This is an optimization exercise on Yosys and OpenROAD, whose aim is small area, a short achievable clock period and few clock cycles per item, not a production implementation.
In this exercise RTL edits were held to simulation tests only and were not proved equivalent to the original.
The flow treats the clock pin as an ideal source, which a real chip does not have.
No activity file was given, so power comes from the tool's default toggle rates.

Setup of alpha:
// rt_lpm
module rt_lpm #(
    parameter ROUTE_CAP = 16,
    parameter NUM_IF    = 8
) (
    input  wire        clk,
    input  wire        rst,
    input  wire        in_valid,
    output wire        in_ready,
    input  wire [7:0]  in_opc,
    input  wire [7:0]  in_sel,
    input  wire [31:0] in_w0,
    input  wire [31:0] in_w1,
    input  wire [31:0] in_w2,
    output reg         out_valid,
    output reg  [7:0]  out_status,
    output reg  [31:0] out_w0,
    output reg  [31:0] out_w1,
    output reg  [31:0] out_w2,
    output reg         faulted
);
    localparam IFW = (NUM_IF > 1) ? $clog2(NUM_IF) : 1;
    localparam CW  = $clog2(ROUTE_CAP + 1);
    localparam [7:0] OPC_NOP    = 8'h00;
    localparam [7:0] OPC_RESET  = 8'h01;
    localparam [7:0] OPC_ADD    = 8'h50;
    localparam [7:0] OPC_LOOKUP = 8'h52;
    localparam [7:0] ST_OK         = 8'h00;
    localparam [7:0] ST_ILLEGAL    = 8'h01;
  ...
Settings: LEC_CHECK=0, CAP_MARGIN=20, CORE_MARGIN=2, CORE_UTILIZATION=60, PLACE_DENSITY=0.7, SLEW_MARGIN=20; clock period 35.0 ns.
standard.sh (not shown) runs the stock make flow with config.mk's settings and CLKGATE_MAP_FILE= SYNTH_SCRIPT=/design/flow/synth_recipe.tcl, a recipe that flattens the netlist after the stock synthesis.
==> flow/flow/run.sh <==
#!/bin/bash
set -euo pipefail
export BUFFER_PORTS_ARGS="-buffer_cell sky130_fd_sc_hd__buf_1"
bash standard.sh finish > standard_flow.log 2>&1
alpha completed every stage of the flow, and the final layout passed the timing, design-rule and antenna checks.
Testbench counts of alpha, summed over its fixed seeds: cycles 24,024, items 24,000.
[inputs] epsilon vs alpha
==> flow/run.sh (new file) <==
#!/bin/bash
# synth_recipe.tcl (not shown) runs the flow's synth.tcl, then flattens the netlist and writes it again
# the make line also repeats each setting of config.mk as NAME=value (left out here)
make -C /OpenROAD-flow-scripts/flow DESIGN_CONFIG=/design/flow/config.mk WORK_HOME=/design/flow/orfs CLKGATE_MAP_FILE= SYNTH_SCRIPT=/design/flow/synth_recipe.tcl finish
removed: flow/flow/run.sh
removed: flow/standard.sh
==> run summary <==
Diff alpha -> epsilon: critical path's largest stage delay rose 0.24 ns; detailed-route via count increased by 227 relative to the old numbers; final cell count has remained practically unchanged.
Relative to alpha, sum of met2 wire segment lengths after detailed routing increased by 890 um in epsilon.
Status: share of cells above drive strength 1 parity (alpha, epsilon)

exp/raven:
Another version of the RTL of rt_lpm (not shown whole).
For scale: about 4700 cells after synthesis, roughly 1400 flip-flops, roughly 220 I/O pins.
export LEC_CHECK = 0
export CAP_MARGIN = 20
export CORE_MARGIN = 2
export CORE_UTILIZATION = 60
export CTS_BUF_LIST = sky130_fd_sc_hd__clkbuf_16
export CTS_CLUSTER_DIAMETER = 120
export CTS_CLUSTER_SIZE = 25
export PLACE_DENSITY = 0.8
export SLEW_MARGIN = 20
create_clock -name core_clock -period 35.0 [get_ports {clk}]
==> flow/flow/run.sh <==
#!/bin/bash
set -euo pipefail
export BUFFER_PORTS_ARGS="-buffer_cell sky130_fd_sc_hd__buf_1"
export PRE_CTS_TCL="$(pwd)/flow/size_outputs.tcl"
bash standard.sh finish > standard_flow.log 2>&1
==> flow/flow/size_outputs.tcl <==
# Hook run before CTS: make the output ports faster to drive. Each output
# port's buffer becomes a buf_2 and the flip-flop that feeds it (if any) the
# _2 strength of the same flip-flop type. Only drive strengths change.
set block [ord::get_db_block]
set nbuf 0
set nff 0
foreach bterm [$block getBTerms] {
  if {[$bterm getIoType] != "OUTPUT"} { continue }
  set net [$bterm getNet]
  if {$net == "NULL"} { continue }
  foreach iterm [$net getITerms] {
    if {![$iterm isOutputSignal]} { continue }
    set buf [$iterm getInst]
    set bmaster [[$buf getMaster] getName]
    if {[string match "sky130_fd_sc_hd__buf_*" $bmaster] && $bmaster != "sky130_fd_sc_hd__buf_2"} {
      replace_cell [$buf getName] sky130_fd_sc_hd__buf_2
      incr nbuf
    }
    foreach it2 [$buf getITerms] {
      if {![$it2 isInputSignal]} { continue }
      set n2 [$it2 getNet]
      if {$n2 == "NULL"} { continue }
      foreach it3 [$n2 getITerms] {
        if {![$it3 isOutputSignal]} { continue }
        set drv [$it3 getInst]
        set dm [[$drv getMaster] getName]
        if {[regexp {^(sky130_fd_sc_hd__dfxtp)_1$} $dm -> base]} {
          replace_cell [$drv getName] ${base}_2
          incr nff
        }
      }
    }
  }
}
puts "size_outputs: $nbuf port buffers, $nff flip-flops resized"
Testbench counts of exp/raven, summed over its fixed seeds: cycles 24,024, items 24,000.
--- input diff exp/raven..exp/harbor ---
- changing CTS_CLUSTER_SIZE from 25 to 20
- changing CAP_MARGIN from 20 to 10
- changing SLEW_MARGIN from 20 to 10
- changing CTS_CLUSTER_DIAMETER from 120 to 100
- changing PLACE_DENSITY from 0.8 to 0.7
[summary]
- Between exp/harbor and exp/raven, the register area figures differ only marginally.
- Status: worst hold margin parity (exp/harbor, exp/raven)
- Pin slew with the least headroom to its limit | exp/harbor above exp/raven
- Relative to exp/raven, clock skew has decreased by 0.0061 ns in exp/harbor.
- Fraction of power spent switching nets (exp/harbor over exp/raven): increase, 0.29 points
- Going from exp/raven to exp/harbor, final design area excluding fillers grew slightly.
- exp/harbor | stages: all done | timing, DRC, antenna: all pass
- exp/harbor vs exp/raven: overall track demand over capacity in global routing up
The inputs of exp/onyx differ from those of exp/harbor as listed below.
- swapping 100 for 120 in CTS_CLUSTER_DIAMETER
- swapping 20 for 25 in CTS_CLUSTER_SIZE
- swapping 10 for 20 in CAP_MARGIN
- putting GPL_ROUTABILITY_DRIVEN at 0 where nothing was set
- swapping 10 for 20 in SLEW_MARGIN
Notes after the runs:
Time the final worst path needs with I/O delays and setup, exp/onyx and exp/harbor, higher one = exp/harbor. Summary — register fraction of the total cell area, exp/onyx relative to exp/harbor: higher, by 0.48 points. Compared with exp/harbor, exp/onyx shows a lower layout overhead on the synthesized area.
Edits applied to the flow inputs when going from exp/onyx to exp/cedar:
- PLACE_DENSITY: 0.7 -> 0.8
- CTS_CLUSTER_DIAMETER: 120 -> 100
- GPL_ROUTABILITY_DRIVEN: 0 -> unset
- CORE_UTILIZATION: 60 -> 70
- CTS_CLUSTER_SIZE: 25 -> 20
==> flow/flow/run.sh <==
#!/bin/bash
set -euo pipefail
export BUFFER_PORTS_ARGS="-buffer_cell sky130_fd_sc_hd__buf_1"
bash standard.sh finish > standard_flow.log 2>&1
removed: flow/flow/size_outputs.tcl
- exp/cedar vs exp/onyx on total number of vias: exp/cedar is the higher one.
- exp/cedar vs exp/onyx — switching power climbed by a few percent
- Measured against each other, exp/onyx and exp/cedar differ in CTS buffer count, the higher figure coming from exp/cedar.

-- what the ideal ports hide --
No port has a modelled driver above. Below, the same layouts with a new extraction and two added sets of constraints.
Step 1 assumes that a clkbuf_16 drives the clock port and a buf_2 every other input.
Step 2 also shifts input and output timing later by t, the mid clock arrival at the registers, as if the neighbouring blocks saw the same clock.
a / b / c = no drivers / after step 1 / after step 2; a / b = the first two.
run	shift t [ns]	slack for setup (ns)	worst setup path at the end	pins driven straight from the clock port
alpha	0.824	26.561 / 26.491 / 26.970	input to register	1
epsilon	0.837	26.131 / 26.062 / 26.579	input to register	1
exp/raven	0.750	26.858 / 26.785 / 27.026	input to register	1
exp/harbor	0.770	26.822 / 26.751 / 27.062	input to register	1
exp/onyx	0.756	26.834 / 26.765 / 27.055	input to register	1
exp/cedar	0.754	26.734 / 26.663 / 27.014	input to register	1
After both steps every run listed still meets setup and hold.
